Context: an optimization exercise on an open-source flow, tuned for small area. The choices shown serve that exercise and are no tape-out recipe. The RTL was checked by simulation tests, not by an equivalence proof against the original design. The clock input has no modelled driver; a real chip could not lean on it and would need a root buffer or a full tree. Power figures rest on the tool's default switching activity, not on a simulated workload.

== the previous run ==
// mdu_rx_engine
module mdu_rx_engine (
    input  wire        clk,
    input  wire        rst,           
    input  wire        t_valid,
    input  wire [31:0] t_us,
    output wire        t_ready,
    input  wire [2:0]  rate,          
    input  wire        selected,      
    input  wire        q_pop,         
    output reg         q_full,        
    output reg         rx_active,
    output reg         frame_start,   
    output reg         byte_valid,    
    output wire [7:0]  byte_data,
    output reg         pkt_done,      
    output wire        pkt_queued,
    output wire        pkt_nack,
    output wire        pkt_ack,
    output reg         ack_pulse,     
    output wire [31:0] ack_dur
);
==> flow/config.mk <==
export PLATFORM = sky130hd
export DESIGN_NAME = mdu_rx_engine
export DESIGN_NICKNAME = mdu_rx_engine
export VERILOG_FILES = /design/flow/design.v
export SDC_FILE = /design/flow/constraint.sdc
export NUM_CORES = 4
export LEC_CHECK = 0
export CAP_MARGIN = 20
export CORE_MARGIN = 2
export CORE_UTILIZATION = 40
export PLACE_DENSITY = 0.6
export SLEW_MARGIN = 20
==> flow/constraint.sdc <==
create_clock -name core_clock -period 10.0 [get_ports {clk}]
set_input_delay 2.0000 -clock core_clock [delete_from_list [all_inputs] [get_ports {clk}]]
set_output_delay 2.0000 -clock core_clock [all_outputs]
set_load 0.01 [all_outputs]
standard.sh (not shown) runs the stock make flow with config.mk's settings and CLKGATE_MAP_FILE= SYNTH_SCRIPT=/design/flow/synth_recipe.tcl, a recipe that flattens the netlist after the stock synthesis.
==> flow/flow/run.sh <==
#!/bin/bash
# Layout flow: the standard flow (standard.sh) with these changes.
#  1. After the standard synthesis, its combinational logic is re-mapped for
#     area by flow/ropt.sh; the registers stay as synthesis made them.
#  2. The port buffers that placement inserts use the smallest buffer cell,
#     and power recovery after global routing downsizes non-critical cells.
#  3. The clock tree is four clkbuf_8, one per quarter of the flip-flops,
#     built by flow/clock_tree.tcl as the cts step's PRE_CTS hook.
#  4. The constant outputs share one tie cell (no tie fanout repair).
# Each tool's output goes to a log file in this folder.
set -euo pipefail
R=orfs/results/$FLOW_PLATFORM/mdu_rx_engine/base
ARGS=("BUFFER_PORTS_ARGS=-buffer_cell sky130_fd_sc_hd__buf_1" "RECOVER_POWER=100"
      "PRE_CTS_TCL=$(pwd)/flow/clock_tree.tcl"
      "SKIP_REPAIR_TIE_FANOUT=1")
bash standard.sh "${ARGS[@]}" synth > log_standard_synth.txt 2>&1
cp $R/1_2_yosys.v std_1_2_yosys.v
bash flow/ropt.sh std_1_2_yosys.v ropt_1_2_yosys.v > log_ropt.txt 2>&1
cp ropt_1_2_yosys.v $R/1_2_yosys.v
touch $R/1_2_yosys.v
bash standard.sh "${ARGS[@]}" finish > log_standard_finish.txt 2>&1
==> flow/flow/ropt.sh <==
#!/bin/bash
# Re-map the combinational logic of the standard synthesis netlist for area.
# The flip-flop instances (and so their names and cell types) are kept as they are.
# ABC's deepsyn (time-limited) runs with sixteen seeds (25..40), four at a time, and the smallest
# result is kept; if all fail, a fixed ABC script is used.
# usage: ropt.sh in.v out.v
set -uo pipefail
LIB=$FLOW_HOME/platforms/$FLOW_PLATFORM/lib/sky130_fd_sc_hd__tt_025C_1v80.lib
HERE=$(cd "$(dirname "$0")" && pwd)
DU=$(sed 's/^/-dont_use /' "$HERE/dontuse.txt" | tr '\n' ' ')
DST=${ROPT_T:-150}
S2='strash;dc2;dch,-f;map,-a;mfs2;strash;dc2;&get,-n;&st;&dch,-f;&nf,-R,1000;&put;strash;dc2;&get,-n;&st;&dch,-f;&nf,-R,1000;&put'
run() {
cat > ropt_$3.ys <<EOF
read_liberty -ignore_miss_func $LIB
blackbox sky130_fd_sc_hd__dfxtp_1
read_verilog $1
hierarchy -top $FLOW_TOP
flatten
opt_clean -purge
abc -liberty $LIB $DU -script +$4
opt_clean -purge
hilomap -singleton -hicell sky130_fd_sc_hd__conb_1 HI -locell sky130_fd_sc_hd__conb_1 LO
splitnets
opt_clean -purge
insbuf -buf sky130_fd_sc_hd__buf_4 A X
opt_clean -purge
autoname
read_liberty -lib $LIB
hierarchy -top $FLOW_TOP
check -assert
tee -o ropt_stat_$3.txt stat -liberty $LIB
write_verilog -noattr -noexpr -nohex -nodec $2
EOF
timeout 900 yosys -s ropt_$3.ys > log_ropt_$3.txt 2>&1
}
SEEDS="$(seq -s " " 25 40)"
n=0
for s in $SEEDS; do
  run "$1" ropt_ds$s.v ds$s "&get,-n;&deepsyn,-S,$s,-T,$DST;&put;strash;&get,-n;&st;&dch,-f;&nf,-R,1000;&put" &
  n=$((n+1))
  if [ $((n % 4)) -eq 0 ]; then wait; fi
done
wait
best=""; barea=""
for s in $SEEDS; do
  a=$(grep -s 'Chip area' ropt_stat_ds$s.txt | awk '{print $NF}')
  if [ -n "$a" ] && [ -s ropt_ds$s.v ]; then
    echo "ropt: seed $s area $a"
    if [ -z "$barea" ] || awk "BEGIN{exit !($a < $barea)}"; then best=$s; barea=$a; fi
  fi
done
if [ -n "$best" ]; then
  echo "ropt: deepsyn seed $best used"
  cp ropt_ds$best.v "$2"
else
  echo "ropt: deepsyn failed, using the fixed script"
  run "$1" "$2" fixed "$S2"
fi
Other scripts of this flow, unchanged in this note and not shown: flow/flow/clock_tree.tcl, flow/flow/dontuse.txt
The previous run closes out successfully: all stages finished, all timing, DRC and antenna checks passed.
The inputs of the current run differ from those of the previous run as listed below.
-- flow/flow/ropt.sh --
<<< the previous run, line 2
# Re-map the combinational logic of the standard synthesis netlist for area.
# The flip-flop instances (and so their names and cell types) are kept as they are.
# ABC's deepsyn (time-limited) runs with sixteen seeds (25..40), four at a time, and the smallest
# result is kept; if all fail, a fixed ABC script is used.
# usage: ropt.sh in.v out.v
>>> the current run, line 2
# Re-map the combinational logic of the standard synthesis netlist for area.
# The flip-flop instances (and so their names and cell types) are kept as they are.
# ABC's deepsyn (time-limited) runs with 24 seeds, four at a time, and the smallest
# result is kept; if all fail, a fixed ABC script is used.
# usage: ropt.sh in.v out.v
<<< the previous run, line 35
timeout 900 yosys -s ropt_$3.ys > log_ropt_$3.txt 2>&1
}
SEEDS="$(seq -s " " 25 40)"
n=0
for s in $SEEDS; do
>>> the current run, line 35
timeout 900 yosys -s ropt_$3.ys > log_ropt_$3.txt 2>&1
}
SEEDS="$(seq -s " " 1 24)"
n=0
for s in $SEEDS; do
[summary]
- Diff the previous run -> the current run | met3 wire length | increase of 250 microns
- Fmax: the current run below the previous run
- Total number of placement rows: the current run vs the previous run down about 3%
- The wire length on met2 of the current run is lower than that of the previous run.
In every run of this note, the design's own scripts or RTL, not TritonCTS, make the clock network.

* * *

rev 12:
mdu_rx_engine, a different RTL version from the one above (not shown whole).
Size in the first run: about 90 I/O pins, ~3300 um^2 of cells after synthesis.
==> flow/config.mk <==
export PLATFORM = sky130hd
export DESIGN_NAME = mdu_rx_engine
export DESIGN_NICKNAME = mdu_rx_engine
export VERILOG_FILES = /design/flow/design.v
export SDC_FILE = /design/flow/constraint.sdc
export NUM_CORES = 4
export LEC_CHECK = 0
export CAP_MARGIN = 20
export CORE_MARGIN = 2
export CORE_UTILIZATION = 40
export PLACE_DENSITY = 0.6
export SLEW_MARGIN = 20
==> flow/constraint.sdc <==
create_clock -name core_clock -period 10.0 [get_ports {clk}]
set_input_delay 2.0000 -clock core_clock [delete_from_list [all_inputs] [get_ports {clk}]]
set_output_delay 2.0000 -clock core_clock [all_outputs]
set_load 0.01 [all_outputs]
==> flow/flow/clock_tree.tcl <==
# Clock tree for this small design, run as the PRE_CTS hook of the standard
# cts step. The flip-flops are split into four groups by position (halves
# by x, then halves by y); each group gets one clkbuf_8, placed at the
# group's centre, which the clock port drives directly (four cell pins).
# TritonCTS is then not run: its H-tree would use nine buffers here.
set block [ord::get_db_block]
set db [ord::get_db]
set clkname [get_full_name [lindex [get_property [lindex [all_clocks] 0] sources] 0]]
set clknet [$block findNet $clkname]
set bufm [$db findMaster sky130_fd_sc_hd__clkbuf_8]
set sinks {}
foreach it [$clknet getITerms] {
  set inst [$it getInst]
  if {[[$it getMTerm] getName] eq "CLK"} {
    set loc [$inst getLocation]
    set m [$inst getMaster]
    lappend sinks [list [expr {[lindex $loc 0] + [$m getWidth] / 2}] [expr {[lindex $loc 1] + [$m getHeight] / 2}] $it]
  }
}
set n [llength $sinks]
puts "manual clock tree: $n sinks"
set byx [lsort -integer -index 0 $sinks]
set h [expr {$n / 2}]
set groups {}
foreach half [list [lrange $byx 0 [expr {$h - 1}]] [lrange $byx $h end]] {
  set byy [lsort -integer -index 1 $half]
  set q [expr {[llength $byy] / 2}]
  lappend groups [lrange $byy 0 [expr {$q - 1}]] [lrange $byy $q end]
}
set i 0
foreach g $groups {
  set sx 0; set sy 0
  foreach s $g { incr sx [lindex $s 0]; incr sy [lindex $s 1] }
  set cx [expr {$sx / [llength $g]}]
  set cy [expr {$sy / [llength $g]}]
  set buf [odb::dbInst_create $block $bufm "clkbuf_manual_$i"]
  set net [odb::dbNet_create $block "clk_manual_$i"]
  $net setSigType CLOCK
  [$buf findITerm A] connect $clknet
  [$buf findITerm X] connect $net
  foreach s $g {
    set it [lindex $s 2]
    $it disconnect
    $it connect $net
  }
  $buf setLocation [expr {$cx - [$bufm getWidth] / 2}] [expr {$cy - [$bufm getHeight] / 2}]
  $buf setPlacementStatus PLACED
  puts "manual clock tree: buffer $i drives [llength $g] sinks at ($cx, $cy)"
  incr i
}
proc clock_tree_synthesis {args} {
  puts "clock_tree_synthesis skipped: the clock tree was built by the PRE_CTS hook"
}
Scripts as last shown in full above: flow/flow/run.sh
Other scripts of this flow, unchanged in this note and not shown: flow/flow/dontuse.txt, flow/flow/ropt.sh
The following lists how rev 13 was set up differently from rev 12:
diff --git a/flow/flow/run.sh b/flow/flow/run.sh
--- a/flow/flow/run.sh
+++ b/flow/flow/run.sh
@@ -6,4 +6,3 @@
 #     and power recovery after global routing downsizes non-critical cells.
-#  3. The clock tree is four clkbuf_8, one per quarter of the flip-flops,
-#     built by flow/clock_tree.tcl as the cts step's PRE_CTS hook.
+#  3. Clock tree synthesis uses clkbuf_8 and inserts no dummy loads.
 #  4. The constant outputs share one tie cell (no tie fanout repair).
@@ -13,3 +12,3 @@
 ARGS=("BUFFER_PORTS_ARGS=-buffer_cell sky130_fd_sc_hd__buf_1" "RECOVER_POWER=100"
-      "PRE_CTS_TCL=$(pwd)/flow/clock_tree.tcl"
+      "CTS_ARGS=-sink_clustering_enable -repair_clock_nets -dont_use_dummy_load -buf_list sky130_fd_sc_hd__clkbuf_8"
       "SKIP_REPAIR_TIE_FANOUT=1")
removed: flow/flow/clock_tree.tcl
--- outcome ---
Total routing usage reported by global routing, rev 13 and rev 12, higher one = rev 13. The run showing the greater worst hold slack after final layout is rev 12. Taking rev 12 as the reference, in rev 13 final net count went down by 2.0%; via count moved up; core occupancy in the finished layout shows an increase of 0.65 points. Width of the die delta (rev 13 -> rev 12): insignificant. Lower endpoint arrival time on the critical path among rev 13 and rev 12: rev 12. The critical path depth in rev 13 was higher than what rev 12 gave. From rev 12 to rev 13 the numbers moved as follows: pre-CTS setup slack -730 ps; average routed wire per standard cell has increased.
In rev 12 the design's own scripts or RTL, not TritonCTS, make the clock network.

* * *

## 11-27
mdu_rx_engine, a different RTL version from the one above (not shown whole).
For scale: roughly 3300 um2 of cells after synthesis.
Settings: LEC_CHECK=0, CAP_MARGIN=20, CORE_MARGIN=2, CORE_UTILIZATION=40, PLACE_DENSITY=0.6, SLEW_MARGIN=20; clock period 10.0 ns.
==> flow/flow/run.sh <==
#!/bin/bash
# Layout flow: the standard flow (standard.sh) with these changes.
#  1. After the standard synthesis, its combinational logic is re-mapped for
#     area by flow/ropt.sh; the registers stay as synthesis made them.
#  2. The port buffers that placement inserts use the smallest buffer cell,
#     and power recovery after global routing downsizes non-critical cells.
#  3. Clock tree synthesis uses clkbuf_8 and inserts no dummy loads.
#  4. The constant outputs share one tie cell (no tie fanout repair).
# Each tool's output goes to a log file in this folder.
set -euo pipefail
R=orfs/results/$FLOW_PLATFORM/mdu_rx_engine/base
ARGS=("BUFFER_PORTS_ARGS=-buffer_cell sky130_fd_sc_hd__buf_1" "RECOVER_POWER=100"
      "CTS_ARGS=-sink_clustering_enable -repair_clock_nets -dont_use_dummy_load -buf_list sky130_fd_sc_hd__clkbuf_8"
      "SKIP_REPAIR_TIE_FANOUT=1")
bash standard.sh "${ARGS[@]}" synth > log_standard_synth.txt 2>&1
cp $R/1_2_yosys.v std_1_2_yosys.v
bash flow/ropt.sh std_1_2_yosys.v ropt_1_2_yosys.v > log_ropt.txt 2>&1
cp ropt_1_2_yosys.v $R/1_2_yosys.v
touch $R/1_2_yosys.v
bash standard.sh "${ARGS[@]}" finish > log_standard_finish.txt 2>&1
==> flow/flow/ropt.sh <==
#!/bin/bash
# Re-map the combinational logic of the standard synthesis netlist for area.
# The flip-flop instances (and so their names and cell types) are kept as they are.
# ABC's deepsyn (time-limited) runs with four seeds in parallel and the smallest
# result is kept; if all fail, a fixed ABC script is used.
# usage: ropt.sh in.v out.v
set -uo pipefail
LIB=$FLOW_HOME/platforms/$FLOW_PLATFORM/lib/sky130_fd_sc_hd__tt_025C_1v80.lib
HERE=$(cd "$(dirname "$0")" && pwd)
DU=$(sed 's/^/-dont_use /' "$HERE/dontuse.txt" | tr '\n' ' ')
DST=${ROPT_T:-150}
S2='strash;dc2;dch,-f;map,-a;mfs2;strash;dc2;&get,-n;&st;&dch,-f;&nf,-R,1000;&put;strash;dc2;&get,-n;&st;&dch,-f;&nf,-R,1000;&put'
run() {
cat > ropt_$3.ys <<EOF
read_liberty -ignore_miss_func $LIB
blackbox sky130_fd_sc_hd__dfxtp_1
read_verilog $1
hierarchy -top $FLOW_TOP
flatten
opt_clean -purge
abc -liberty $LIB $DU -script +$4
opt_clean -purge
hilomap -singleton -hicell sky130_fd_sc_hd__conb_1 HI -locell sky130_fd_sc_hd__conb_1 LO
splitnets
opt_clean -purge
insbuf -buf sky130_fd_sc_hd__buf_4 A X
opt_clean -purge
autoname
read_liberty -lib $LIB
hierarchy -top $FLOW_TOP
check -assert
tee -o ropt_stat_$3.txt stat -liberty $LIB
write_verilog -noattr -noexpr -nohex -nodec $2
EOF
timeout 900 yosys -s ropt_$3.ys > log_ropt_$3.txt 2>&1
}
for s in 1 2 3 4; do
  run "$1" ropt_ds$s.v ds$s "&get,-n;&deepsyn,-S,$s,-T,$DST;&put;strash;&get,-n;&st;&dch,-f;&nf,-R,1000;&put" &
done
wait
best=""; barea=""
for s in 1 2 3 4; do
  a=$(grep -s 'Chip area' ropt_stat_ds$s.txt | awk '{print $NF}')
  if [ -n "$a" ] && [ -s ropt_ds$s.v ]; then
    echo "ropt: seed $s area $a"
    if [ -z "$barea" ] || awk "BEGIN{exit !($a < $barea)}"; then best=$s; barea=$a; fi
  fi
done
if [ -n "$best" ]; then
  echo "ropt: deepsyn seed $best used"
  cp ropt_ds$best.v "$2"
else
  echo "ropt: deepsyn failed, using the fixed script"
  run "$1" "$2" fixed "$S2"
fi
Other scripts of this flow, unchanged in this note and not shown: flow/flow/dontuse.txt
No stage failed in 11-27, and the final checks on the layout all came back clean.
Changes in 11-13 relative to 11-27:
-- flow/flow/ropt.sh --
<<< 11-27, line 3
# The flip-flop instances (and so their names and cell types) are kept as they are.
# ABC's deepsyn (time-limited) runs with four seeds in parallel and the smallest
# result is kept; if all fail, a fixed ABC script is used.
>>> 11-13, line 3
# The flip-flop instances (and so their names and cell types) are kept as they are.
# ABC's deepsyn (time-limited) runs with eight seeds, four at a time, and the smallest
# result is kept; if all fail, a fixed ABC script is used.
<<< 11-27, line 36
}
for s in 1 2 3 4; do
  run "$1" ropt_ds$s.v ds$s "&get,-n;&deepsyn,-S,$s,-T,$DST;&put;strash;&get,-n;&st;&dch,-f;&nf,-R,1000;&put" &
done
>>> 11-13, line 36
}
SEEDS="1 2 3 4 5 6 7 8"
n=0
for s in $SEEDS; do
  run "$1" ropt_ds$s.v ds$s "&get,-n;&deepsyn,-S,$s,-T,$DST;&put;strash;&get,-n;&st;&dch,-f;&nf,-R,1000;&put" &
  n=$((n+1))
  if [ $((n % 4)) -eq 0 ]; then wait; fi
done
<<< 11-27, line 41
best=""; barea=""
for s in 1 2 3 4; do
  a=$(grep -s 'Chip area' ropt_stat_ds$s.txt | awk '{print $NF}')
>>> 11-13, line 45
best=""; barea=""
for s in $SEEDS; do
  a=$(grep -s 'Chip area' ropt_stat_ds$s.txt | awk '{print $NF}')
Going from 11-27 to 11-13, first-pass GRT wire length climbed about 0.9%, mean cell area of the mapped netlist dropped 0.19 um2, worst hold slack dropped 0.013 ns, power barely changed.

==> afterwards: timing with drivers on the ports <==
How much do the figures lean on ideal ports? The routed layouts below were timed once more, with nothing changed but the port constraints.
Step 1 assumes that a clkbuf_16 drives the clock port and a buf_2 every other input.
Step 2 adds t to the input delays and takes it off the output delays; t is the mean of the earliest and latest rising clock arrival at the registers after step 1. Input paths then give back, and output paths get back, about the clock's delay inside the block.
Three values: ideal ports, drivers, drivers and shift; two values: the first two.
| run | shift t [ns] | slack for setup (ns) | worst register clock-pin slew, ns |
|---|---|---|---|
| the previous run | 0.215 | 4.439 / 4.473 / 4.257 | 0.11 / 0.11 |
| the current run | 0.220 | 4.313 / 4.349 / 4.130 | 0.12 / 0.12 |
| rev 12 | 0.221 | 4.771 / 4.749 / 4.699 | 0.11 / 0.11 |
| rev 13 | 0.368 | 4.167 / 4.171 / 3.802 | 0.10 / 0.10 |
| 11-27 | 0.368 | 4.137 / 4.146 / 3.778 | 0.09 / 0.09 |
| 11-13 | 0.370 | 3.589 / 3.598 / 3.228 | 0.09 / 0.09 |
After both steps every run listed still meets setup and hold. The setup slack of rev 13, which loses most, moves by +0.004 ns with the drivers and by -0.365 ns with both steps.
